This design comes from an exercise in tuning for a short achievable clock period and few clock cycles on the open sky130 flow, not from production work.
In this exercise RTL edits were held to simulation tests only and were not proved equivalent to the original.
Power figures rest on the tool's default switching activity, not on a simulated workload.

==> v5 <==
Design dgd_raster, start of the top module:
module dgd_raster (
    input  wire        clk,
    input  wire        rst,           
    input  wire        cmd_valid,
    output wire        cmd_ready,
    input  wire [2:0]  cmd_op,        
    input  wire        cmd_value,
    input  wire        cmd_filled,
    input  wire [15:0] cmd_h0,
    input  wire [15:0] cmd_h1,
    input  wire [15:0] cmd_h2,
    input  wire [15:0] cmd_h3,
    input  wire [15:0] cmd_h4,
    input  wire [7:0]  cv_width,
    input  wire [5:0]  cv_pages,
    output wire        pix_valid,
    input  wire        pix_ready,
    output wire [7:0]  pix_x,
    output wire [8:0]  pix_y,
    output wire [13:0] pix_addr,
    output wire        pix_v
);
    localparam OP_SETPIX = 3'd0;
    localparam OP_LINE   = 3'd1;
    localparam OP_CIRCLE = 3'd2;
    localparam OP_RECT   = 3'd3;
    localparam OP_CROSS  = 3'd4;
    localparam OP_ARROW  = 3'd5;
    localparam CW = 18;    
    localparam DW = 19;    
    localparam AW = 21;    
    localparam NW = 18;    
    reg  s_valid;
    wire adv = !s_valid;
    wire front_adv;      
    reg        cmd_ready_r;
    reg        cr_valid;
    reg [2:0]  cr_op;
    reg        cr_v, cr_f;
    reg [15:0] cr_h0, cr_h1, cr_h2, cr_h3, cr_h4;
    reg [7:0]  cr_w;
    reg [5:0]  cr_p;
    assign cmd_ready = cmd_ready_r;
    wire cr_take;    
    always @(posedge clk) begin
        if (cmd_ready_r) begin
            cr_op <= cmd_op; cr_v <= cmd_value; cr_f <= cmd_filled;
            cr_h0 <= cmd_h0; cr_h1 <= cmd_h1; cr_h2 <= cmd_h2; cr_h3 <= cmd_h3; cr_h4 <= cmd_h4;
            cr_w <= cv_width; cr_p <= cv_pages;
        end
    end
    wire cr_valid_n = (cmd_ready_r && cmd_valid) || (cr_valid && !cr_take);
    always @(posedge clk) begin
  ...
Settings: LEC_CHECK=0, ABC_CLOCK_PERIOD_IN_PS=3000, CAP_MARGIN=20, CORE_MARGIN=2, CORE_UTILIZATION=40, SLEW_MARGIN=20; clock period 14.0 ns.
standard.sh (not shown) runs the stock make flow with config.mk's settings and CLKGATE_MAP_FILE= SYNTH_SCRIPT=/design/flow/synth_recipe.tcl, a recipe that flattens the netlist after the stock synthesis.
==> flow/flow/run.sh <==
#!/bin/bash
set -euo pipefail
bash standard.sh SETUP_SLACK_MARGIN=10 finish > standard_flow.log 2>&1
==> v34: changes against v5 <==
--- a/flow/design.v
+++ b/flow/design.v
@@ -38,23 +38,23 @@
     reg [2:0]  cr_op;
     reg        cr_v, cr_f;
     reg [15:0] cr_h0, cr_h1, cr_h2, cr_h3, cr_h4;
     reg [7:0]  cr_w;
     reg [5:0]  cr_p;
     assign cmd_ready = cmd_ready_r;
     wire cr_take;    
     always @(posedge clk) begin
-        if (cmd_ready_r) begin
+        if (!cr_valid) begin
             cr_op <= cmd_op; cr_v <= cmd_value; cr_f <= cmd_filled;
             cr_h0 <= cmd_h0; cr_h1 <= cmd_h1; cr_h2 <= cmd_h2; cr_h3 <= cmd_h3; cr_h4 <= cmd_h4;
             cr_w <= cv_width; cr_p <= cv_pages;
         end
     end
-    wire cr_valid_n = (cmd_ready_r && cmd_valid) || (cr_valid && !cr_take);
+    wire cr_valid_n = cr_valid ? !cr_take : cmd_valid;
     always @(posedge clk) begin
         if (rst) begin
             cr_valid    <= 1'b0;
             cmd_ready_r <= 1'b1;
         end else begin
             cr_valid    <= cr_valid_n;
             cmd_ready_r <= !cr_valid_n;
         end
@@ -67,16 +67,17 @@
     reg [1:0]  sg_seg;
     reg signed [CW-1:0] ga_x, gb_x, ga_y, gb_y, gc_x, gc_y;
     reg signed [CW-1:0] ar_bx, ar_by, ar_half;
     reg        ar_uxp, ar_uxn, ar_uyp, ar_uyn;
     reg signed [CW-1:0] cX0, cX1, cX2, cX3, cY0, cY1, cY2, cY3;
     reg signed [CW+1:0] c_d, c_u, c_w2, c_t, c_tm1, c_tm2;
     reg signed [CW-1:0] r_y;
     reg signed [CW-1:0] r_left;
+    reg        r_lz;                 
     reg        sgo_valid;
     reg        sgo_grp;               
     reg signed [CW-1:0] sgo_X0, sgo_X1, sgo_X2, sgo_X3, sgo_Y0, sgo_Y1, sgo_Y2, sgo_Y3;
     reg        sgo_v;
     reg [7:0]  sgo_w;
     reg [5:0]  sgo_p;
     wire signed [CW-1:0] e0 = {{(CW-16){cr_h0[15]}}, cr_h0};
     wire signed [CW-1:0] e1 = {{(CW-16){cr_h1[15]}}, cr_h1};
@@ -128,17 +129,17 @@
                         2'd2: begin g_X1 = ga_x; end
                         default: begin g_X0 = gb_x; g_last = 1'b1; end
                     endcase
                 end else if (r_left[CW-1]) begin
                     g_last = 1'b1;
                 end else begin
                     g_emit = 1'b1; g_rrow = 1'b1;
                     g_Y0 = r_y; g_Y1 = r_y;
-                    g_last = (r_left == {CW{1'b0}});
+                    g_last = r_lz;
                 end
             end
             OP_CIRCLE: begin
                 if (c_t[CW+1]) begin
                     g_last = 1'b1;
                 end else if (!sg_f) begin
                     g_emit = 1'b1; g_grp = 1'b1; g_cstep = 1'b1; g_last = c_lastk;
                 end else begin
@@ -187,21 +188,23 @@
                 c_d <= 20'sd1 - e2w;
                 c_u <= 20'sd3;
                 c_w2 <= 20'sd5 - (e2w <<< 1);
                 c_t <= e2w;
                 c_tm1 <= e2w - 20'sd1;
                 c_tm2 <= e2w - 20'sd2;
                 r_y <= e1;
                 r_left <= e3;
+                r_lz <= (cr_h3 == 16'd0);
             end else if (sg_go) begin
                 sg_seg <= sg_seg + 2'd1;
                 if (g_rrow) begin
                     r_y <= r_y + 1;
                     r_left <= r_left - 1;
+                    r_lz <= (r_left == {{(CW-1){1'b0}}, 1'b1});
                 end
                 if (g_cstep) begin
                     sg_seg <= 2'd0;
                     c_u <= c_u + 20'sd2;
                     cX0 <= cX0 + 1; cX1 <= cX1 - 1; cY2 <= cY2 + 1; cY3 <= cY3 - 1;
                     if (c_dneg) begin
                         c_d <= c_d + c_u;
                         c_w2 <= c_w2 + 20'sd2;
@@ -261,17 +264,17 @@
     wire signed [DW-1:0] dX1 = {sgo_X1[CW-1], sgo_X1};
     wire signed [DW-1:0] dY0 = {sgo_Y0[CW-1], sgo_Y0};
     wire signed [DW-1:0] dY1 = {sgo_Y1[CW-1], sgo_Y1};
     wire x_lt = sgo_X0 < sgo_X1;
     wire y_lt = sgo_Y0 < sgo_Y1;
     reg        ls1_valid;
     reg        ls1_grp;
     reg signed [CW-1:0] ls1_X0, ls1_X1, ls1_X2, ls1_X3, ls1_Y0, ls1_Y1, ls1_Y2, ls1_Y3;
-    reg signed [DW-1:0] ls1_ddx, ls1_nddx, ls1_ddy, ls1_nddy;
+    reg [DW-1:0] ls1_adx, ls1_ady;      
     reg        ls1_sxn, ls1_syn, ls1_hz, ls1_vt;
     reg        ls1_xin, ls1_yin;      
     reg signed [CW-1:0] ls1_cs, ls1_ce;        
     reg [7:0]  ls1_mask;
     reg        ls1_v;
     reg [7:0]  ls1_w;
     reg [5:0]  ls1_p;
     always @(posedge clk) begin
@@ -281,18 +284,18 @@
             ls1_valid <= sgo_valid && !l1_drop;
         end
     end
     always @(posedge clk) begin
         if (front_adv) begin
             ls1_grp <= sgo_grp;
             ls1_X0 <= sgo_X0; ls1_X1 <= sgo_X1; ls1_X2 <= sgo_X2; ls1_X3 <= sgo_X3;
             ls1_Y0 <= sgo_Y0; ls1_Y1 <= sgo_Y1; ls1_Y2 <= sgo_Y2; ls1_Y3 <= sgo_Y3;
-            ls1_ddx <= dX1 - dX0; ls1_nddx <= dX0 - dX1;
-            ls1_ddy <= dY1 - dY0; ls1_nddy <= dY0 - dY1;
+            ls1_adx <= x_lt ? dX1 - dX0 : dX0 - dX1;
+            ls1_ady <= y_lt ? dY1 - dY0 : dY0 - dY1;
             ls1_sxn <= !x_lt; ls1_syn <= !y_lt;
             ls1_hz <= sgo_Y0 == sgo_Y1;
             ls1_vt <= sgo_X0 == sgo_X1;
             if (sgo_Y0 == sgo_Y1) begin
                 if (x_lt) begin
                     ls1_cs <= x0n ? {CW{1'b0}} : sgo_X0;
                     ls1_ce <= x1g ? {{(CW-8){1'b0}}, wm1} : sgo_X1;
                 end else begin
@@ -309,127 +312,131 @@
                 end
             end
             ls1_mask <= l1_mask;
             ls1_xin <= x0i || (sgo_Y0 == sgo_Y1) && (sgo_X0 != sgo_X1);
             ls1_yin <= y0i || (sgo_X0 == sgo_X1) && (sgo_Y0 != sgo_Y1);
             ls1_v <= sgo_v; ls1_w <= sgo_w; ls1_p <= sgo_p;
         end
     end
-    wire [DW-1:0] l2_dx = ls1_ddx[DW-1] ? ls1_nddx : ls1_ddx;      
-    wire [DW-1:0] l2_D  = ls1_ddy[DW-1] ? ls1_nddy : ls1_ddy;      
+    wire [DW-1:0] l2_dx = ls1_adx;
+    wire [DW-1:0] l2_D  = ls1_ady;
     wire signed [AW-1:0] l2_dxw = {{(AW-DW){1'b0}}, l2_dx};
     wire signed [AW-1:0] l2_Dw  = {{(AW-DW){1'b0}}, l2_D};
     wire signed [DW:0]   l2_cmp = $signed({1'b0, l2_dx}) - $signed({1'b0, l2_D});
     wire signed [CW:0]   l2_ce_cs = {ls1_ce[CW-1], ls1_ce} - {ls1_cs[CW-1], ls1_cs};
     wire signed [CW:0]   l2_cs_ce = {ls1_cs[CW-1], ls1_cs} - {ls1_ce[CW-1], ls1_ce};
     wire [CW:0] l2_nc = ls1_sxn && ls1_hz || ls1_syn && !ls1_hz ? l2_cs_ce : l2_ce_cs;
     wire signed [CW-1:0] l2_x = (ls1_hz && !ls1_vt) ? ls1_cs : ls1_X0;
     wire signed [CW-1:0] l2_y = (ls1_vt && !ls1_hz) ? ls1_cs : ls1_Y0;
     wire signed [AW-1:0] l2_A  = (l2_dxw <<< 1) - l2_Dw;
     wire signed [AW-1:0] l2_B  = (l2_Dw <<< 1) - l2_dxw;
     wire signed [AW-1:0] l2_d1 = -(l2_Dw <<< 1);
     wire signed [AW-1:0] l2_d2 = (l2_dxw <<< 1);
     wire signed [AW-1:0] l2_d3 = (l2_dxw <<< 1) - (l2_Dw <<< 1);
     wire [NW-1:0] l2_n = (ls1_hz != ls1_vt) ? l2_nc[NW-1:0]
                        : (l2_cmp[DW] ? l2_D[NW-1:0] : l2_dx[NW-1:0]);
-    localparam QW = 7 + 8 + 6 + 8 + 10*CW + 5*AW + NW;
+    function automatic [AW-1:0] sx_f(input [CW-1:0] a);
+        sx_f = {{(AW-CW){a[CW-1]}}, a};
+    endfunction
+    wire [AW-1:0] u_A  = ls1_grp ? sx_f(ls1_X0) : l2_A;
+    wire [AW-1:0] u_B  = ls1_grp ? sx_f(ls1_X1) : l2_B;
+    wire [AW-1:0] u_d1 = ls1_grp ? sx_f(ls1_X2) : l2_d1;
+    wire [AW-1:0] u_d2 = ls1_grp ? sx_f(ls1_X3) : l2_d2;
+    wire [AW-1:0] u_d3 = ls1_grp ? sx_f(ls1_Y0) : l2_d3;
+    wire [NW-1:0] u_n  = ls1_grp ? ls1_Y1 : l2_n;
+    wire [CW-1:0] u_x  = ls1_grp ? ls1_Y2 : l2_x;
+    wire [CW-1:0] u_y  = ls1_grp ? ls1_Y3 : l2_y;
+    localparam QW = 7 + 8 + 6 + 8 + 2*CW + 5*AW + NW;
     localparam QX = QW + 8 + 9;
     wire [QW-1:0] l2_q = {ls1_grp, ls1_sxn, ls1_syn, ls1_xin, ls1_yin, (l2_n == {NW{1'b0}}), ls1_v,
-                          ls1_w, ls1_p, ls1_mask, l2_x, l2_y,
-                          ls1_X0, ls1_X1, ls1_X2, ls1_X3, ls1_Y0, ls1_Y1, ls1_Y2, ls1_Y3,
-                          l2_A, l2_B, l2_d1, l2_d2, l2_d3, l2_n};
+                          ls1_w, ls1_p, ls1_mask, u_x, u_y,
+                          u_A, u_B, u_d1, u_d2, u_d3, u_n};
     reg        ps_valid;
     reg        ps_grp, ps_sxn, ps_syn, ps_xin, ps_yin, ps_last, ps_v;
     reg [7:0]  ps_w;
     reg [5:0]  ps_p;
     reg [7:0]  ps_mask;
     reg signed [CW-1:0] ps_x, ps_y;
-    reg signed [CW-1:0] ps_X0, ps_X1, ps_X2, ps_X3, ps_Y0, ps_Y1, ps_Y2, ps_Y3;
     reg signed [AW-1:0] ps_A, ps_B, ps_d1, ps_d2, ps_d3;
     reg [NW-1:0] ps_n;
     wire signed [CW-1:0] ps_nx, ps_ny;
     wire signed [AW-1:0] ps_nA, ps_nB;
     wire [NW-1:0] ps_nn;
     wire ps_nlast, ps_nxin, ps_nyin;
     dgd_raster_step #(.CW(CW), .AW(AW), .NW(NW)) u_ps_step (
         .x(ps_x), .y(ps_y), .A(ps_A), .B(ps_B), .d1(ps_d1), .d2(ps_d2), .d3(ps_d3), .n(ps_n),
         .sxn(ps_sxn), .syn(ps_syn), .xin(ps_xin), .yin(ps_yin), .w(ps_w), .p(ps_p),
         .nx(ps_nx), .ny(ps_ny), .nA(ps_nA), .nB(ps_nB), .nn(ps_nn),
         .nlast(ps_nlast), .nxin(ps_nxin), .nyin(ps_nyin));
-    reg [QX-1:0] q0, q1, q2, q3;
+    reg [QX-1:0] q0, q1, q2;
     reg [1:0]  q_rd, q_wr;
     reg [2:0]  q_cnt;
     wire       ps_in   = ps_grp || (ps_xin && ps_yin);
-    wire       q_push  = adv && ps_valid && ps_in && !q_cnt[2];
+    wire       q_push  = adv && ps_valid && ps_in && (q_cnt != 3'd3);
     wire       ps_drop = ps_valid && !ps_in && ps_last;
     wire       q_pop;
     assign front_adv = adv && (!ps_valid || q_push || ps_drop);
     always @(posedge clk) begin
         if (rst) begin
             ps_valid <= 1'b0;
         end else if (front_adv) begin
             ps_valid <= ls1_valid;
         end
     end
     always @(posedge clk) begin
         if (front_adv) begin
             {ps_grp, ps_sxn, ps_syn, ps_xin, ps_yin, ps_last, ps_v,
              ps_w, ps_p, ps_mask, ps_x, ps_y,
-             ps_X0, ps_X1, ps_X2, ps_X3, ps_Y0, ps_Y1, ps_Y2, ps_Y3,
              ps_A, ps_B, ps_d1, ps_d2, ps_d3, ps_n} <= l2_q;
         end else if (adv && ps_valid && !ps_in) begin
             ps_A <= ps_nA;
             ps_B <= ps_nB;
             ps_x <= ps_nx;
             ps_y <= ps_ny;
             ps_xin <= ps_nxin;
             ps_yin <= ps_nyin;
             ps_n <= ps_nn;
             ps_last <= ps_nlast;
         end
     end
     wire [7:0] ps_rx = ps_sxn ? ps_x[7:0] : ps_w - 8'd1 - ps_x[7:0];
     wire [8:0] ps_ry = ps_syn ? ps_y[8:0] : {ps_p, 3'b000} - 9'd1 - ps_y[8:0];
     wire [QX-1:0] ps_q = {ps_rx, ps_ry, ps_grp, ps_sxn, ps_syn, (ps_rx == 8'd0), (ps_ry == 9'd0), ps_last, ps_v,
                           ps_w, ps_p, ps_mask, ps_x, ps_y,
-                          ps_X0, ps_X1, ps_X2, ps_X3, ps_Y0, ps_Y1, ps_Y2, ps_Y3,
                           ps_A, ps_B, ps_d1, ps_d2, ps_d3, ps_n};
     always @(posedge clk) begin
         if (q_push) begin
             case (q_wr)
                 2'd0: q0 <= ps_q;
                 2'd1: q1 <= ps_q;
-                2'd2: q2 <= ps_q;
-                default: q3 <= ps_q;
+                default: q2 <= ps_q;
             endcase
         end
     end
     always @(posedge clk) begin
         if (rst) begin
             q_rd <= 2'd0; q_wr <= 2'd0; q_cnt <= 3'd0;
         end else begin
-            if (q_push) q_wr <= q_wr + 2'd1;
-            if (q_pop)  q_rd <= q_rd + 2'd1;
+            if (q_push) q_wr <= (q_wr == 2'd2) ? 2'd0 : q_wr + 2'd1;
+            if (q_pop)  q_rd <= (q_rd == 2'd2) ? 2'd0 : q_rd + 2'd1;
             q_cnt <= q_cnt + {2'd0, q_push} - {2'd0, q_pop};
         end
     end
     reg [QX-1:0] qh;
     always @(*) begin
         case (q_rd)
             2'd0: qh = q0;
             2'd1: qh = q1;
-            2'd2: qh = q2;
-            default: qh = q3;
+            default: qh = q2;
         endcase
     end
     reg        st_valid;
     reg        st_grp;
     reg signed [CW-1:0] st_x, st_y;
-    reg signed [CW-1:0] st_X0, st_X1, st_X2, st_X3, st_Y0, st_Y1, st_Y2, st_Y3;
     reg signed [AW-1:0] st_A, st_B, st_d1, st_d2, st_d3;
     reg [NW-1:0] st_n;
     reg        st_last;          
     reg        st_sxn, st_syn;
     reg        st_xe, st_ye;     
     reg [7:0]  st_rx;
     reg [8:0]  st_ry;
     reg [7:0]  st_mask;
@@ -449,16 +456,20 @@
     wire st_c2 = !st_B[AW-1];
     wire st_exit = st_c1 && st_xe || st_c2 && st_ye;
     wire [7:0] st_mrest = st_mask & (st_mask - 8'd1);
     wire st_fin  = st_grp ? (st_mrest == 8'd0) : (st_last || st_exit);
     wire st_take = !st_valid || st_fin;
     wire q_nonempty = (q_cnt != 3'd0);
     assign q_pop = adv && st_take && q_nonempty;
     reg signed [CW-1:0] cp_x, cp_y;
+    wire signed [CW-1:0] st_X0 = st_A[CW-1:0],  st_X1 = st_B[CW-1:0];
+    wire signed [CW-1:0] st_X2 = st_d1[CW-1:0], st_X3 = st_d2[CW-1:0];
+    wire signed [CW-1:0] st_Y0 = st_d3[CW-1:0], st_Y1 = st_n;
+    wire signed [CW-1:0] st_Y2 = st_x,          st_Y3 = st_y;
     always @(*) begin
         casez (st_mask)
             8'b???????1: begin cp_x = st_X0; cp_y = st_Y0; end
             8'b??????10: begin cp_x = st_X1; cp_y = st_Y0; end
             8'b?????100: begin cp_x = st_X0; cp_y = st_Y1; end
             8'b????1000: begin cp_x = st_X1; cp_y = st_Y1; end
             8'b???10000: begin cp_x = st_X2; cp_y = st_Y2; end
             8'b??100000: begin cp_x = st_X3; cp_y = st_Y2; end
@@ -473,20 +484,20 @@
             st_valid <= q_nonempty;
         end
     end
     always @(posedge clk) begin
         if (adv) begin
             if (st_take) begin
                 {st_rx, st_ry, st_grp, st_sxn, st_syn, st_xe, st_ye, st_last, st_v,
                  st_w, st_p, st_mask, st_x, st_y,
-                 st_X0, st_X1, st_X2, st_X3, st_Y0, st_Y1, st_Y2, st_Y3,
                  st_A, st_B, st_d1, st_d2, st_d3, st_n} <= qh;
-            end else begin
+            end else if (st_grp) begin
                 st_mask <= st_mrest;
+            end else begin
                 st_A <= st_nA;
                 st_B <= st_nB;
                 st_x <= st_nx;
                 st_y <= st_ny;
                 if (st_c1) begin st_rx <= st_rx - 8'd1; st_xe <= (st_rx == 8'd1); end
                 if (st_c2) begin st_ry <= st_ry - 9'd1; st_ye <= (st_ry == 9'd1); end
                 st_n <= st_nn;
                 st_last <= st_nlast;
@@ -516,20 +527,20 @@
             e_x <= st_grp ? cp_x : st_x;
             e_y <= st_grp ? cp_y : st_y;
             e_v <= st_v; e_w <= st_w;
             m_x <= e_x[7:0]; m_y <= e_y[8:0]; m_v <= e_v;
             m_prod <= e_y[8:3] * e_w;
         end
     end
     reg        o_valid;
-    reg [7:0]  o_x;
-    reg [8:0]  o_y;
-    reg [13:0] o_addr;
-    reg        o_v;
+    reg [7:0]  o_x, h_x;
+    reg [8:0]  o_y, h_y;
+    reg [13:0] o_addr, h_addr;
+    reg        o_v, h_v;
     reg [7:0]  s_x;
     reg [8:0]  s_y;
     reg [13:0] s_addr;
     reg        s_v;
     wire [13:0] n_addr  = m_prod + {6'd0, m_x};
     wire        o_free  = !o_valid || pix_ready;
     always @(posedge clk) begin
         if (rst) begin
@@ -540,27 +551,31 @@
                 o_valid <= 1'b1;
                 s_valid <= 1'b0;
             end
         end else begin
             if (o_free) o_valid <= m_valid;
             else if (m_valid) s_valid <= 1'b1;
         end
     end
-    always @(posedge clk) begin
-        if (s_valid) begin
-            if (o_free) begin
-                o_x <= s_x; o_y <= s_y; o_addr <= s_addr; o_v <= s_v;
-            end
-        end else begin
-            if (o_free) begin
-                o_x <= m_x; o_y <= m_y; o_addr <= n_addr; o_v <= m_v;
-            end else begin
-                s_x <= m_x; s_y <= m_y; s_addr <= n_addr; s_v <= m_v;
-            end
+    wire [7:0]  ld_x    = s_valid ? s_x : m_x;
+    wire [8:0]  ld_y    = s_valid ? s_y : m_y;
+    wire [13:0] ld_addr = s_valid ? s_addr : n_addr;
+    wire        ld_v    = s_valid ? s_v : m_v;
+    always @(posedge clk) begin
+        o_x <= o_free ? ld_x : h_x;
+        o_y <= o_free ? ld_y : h_y;
+        o_addr <= o_free ? ld_addr : h_addr;
+        o_v <= o_free ? ld_v : h_v;
+        h_x <= o_free ? ld_x : o_x;
+        h_y <= o_free ? ld_y : o_y;
+        h_addr <= o_free ? ld_addr : o_addr;
+        h_v <= o_free ? ld_v : o_v;
+        if (!s_valid && !o_free) begin
+            s_x <= m_x; s_y <= m_y; s_addr <= n_addr; s_v <= m_v;
         end
     end
     assign pix_valid = o_valid;
     assign pix_x     = o_x;
     assign pix_y     = o_y;
     assign pix_addr  = o_addr;
     assign pix_v     = o_v;
 endmodule
==> flow/run.sh (new file) <==
#!/bin/bash
# synth_recipe.tcl (not shown) runs the flow's synth.tcl, then flattens the netlist and writes it again
# the make line also repeats each setting of config.mk as NAME=value (left out here)
make -C /OpenROAD-flow-scripts/flow DESIGN_CONFIG=/design/flow/config.mk WORK_HOME=/design/flow/orfs CLKGATE_MAP_FILE= SYNTH_SCRIPT=/design/flow/synth_recipe.tcl finish
==> flow/config.mk (replaced) <==
export PLATFORM = sky130hd
export DESIGN_NAME = dgd_raster
export DESIGN_NICKNAME = dgd_raster
export VERILOG_FILES = /design/flow/design.v
export SDC_FILE = /design/flow/constraint.sdc
export NUM_CORES = 4
export LEC_CHECK = 0
export CAP_MARGIN = 20
export CORE_MARGIN = 2
export CORE_UTILIZATION = 40
export PLACE_DENSITY = 0.45
export SETUP_SLACK_MARGIN = 5
export SLEW_MARGIN = 20
removed: flow/flow/run.sh
removed: flow/standard.sh
==> qor summary <==
                                                                                  v5             v34
Result of the run                                                     finished clean  finished clean
Power of the combinational group                                             13.6 mW         11.9 mW
Width of the chip                                                             583 um          550 um
FF-to-FF setup slack                                                         9950 ps         8400 ps
Multiplexer share of the synthesized area                                     0.0212          0.0402
Cell area after placement                                                 0.140 mm^2      0.125 mm^2
Global-route track usage on met1                                               0.347           0.365
Number of clock buffers in the layout                                            365             287
Number of nets at the end of the flow                                          12800           12100
Number of standard-cell rows in the floorplan                                    212             200
Filler Cells Inserted                                                          30300           28000
Seq power                                                                    11.6 mW         10.0 mW
Simple-gate area share of the yosys netlist                                    0.108           0.118
Cell Int Power                                                               20.2 mW         16.9 mW
Share of cells above drive strength 1                                          0.101          0.0608
Routed WL                                                                  467000 um       434000 um
Slew of the pin with the lowest slew margin                                  1210 ps         1140 ps
Count of placed standard cells in the final layout, fillers left out           16600           15400
Testbench counts of v5, summed over its fixed seeds: cycles 71,757.
Testbench counts of v34, summed over its fixed seeds: cycles 71,829.

## afterwards: timing with drivers on the ports
The results above use ideal ports. As a check the final layouts listed here were re-extracted and re-timed, cells and wires unchanged.
Step 1 assumes that a clkbuf_16 drives the clock port and a buf_2 every other input.
Step 2 moves the port delays by t, midway between the first and last clock arrival at a register: inputs arrive t later, outputs are due t later. That takes back most of the time a late clock gives input paths.
a / b / c = no drivers / after step 1 / after step 2; a / b = the first two.
run	t (ns)	setup slack, ns	worst hold slack (ns)	worst data-port slew with drivers (ns)
v5	1.019	9.658 / 9.547 / 9.207	0.378 / 0.378 / 0.378	0.11
v34	1.000	8.402 / 8.402 / 8.402	0.408 / 0.408 / 0.408	0.11
After both steps setup and hold are still met in every run listed. The setup slack of v5, which loses most, moves by -0.111 ns with the drivers and by -0.451 ns with both steps.
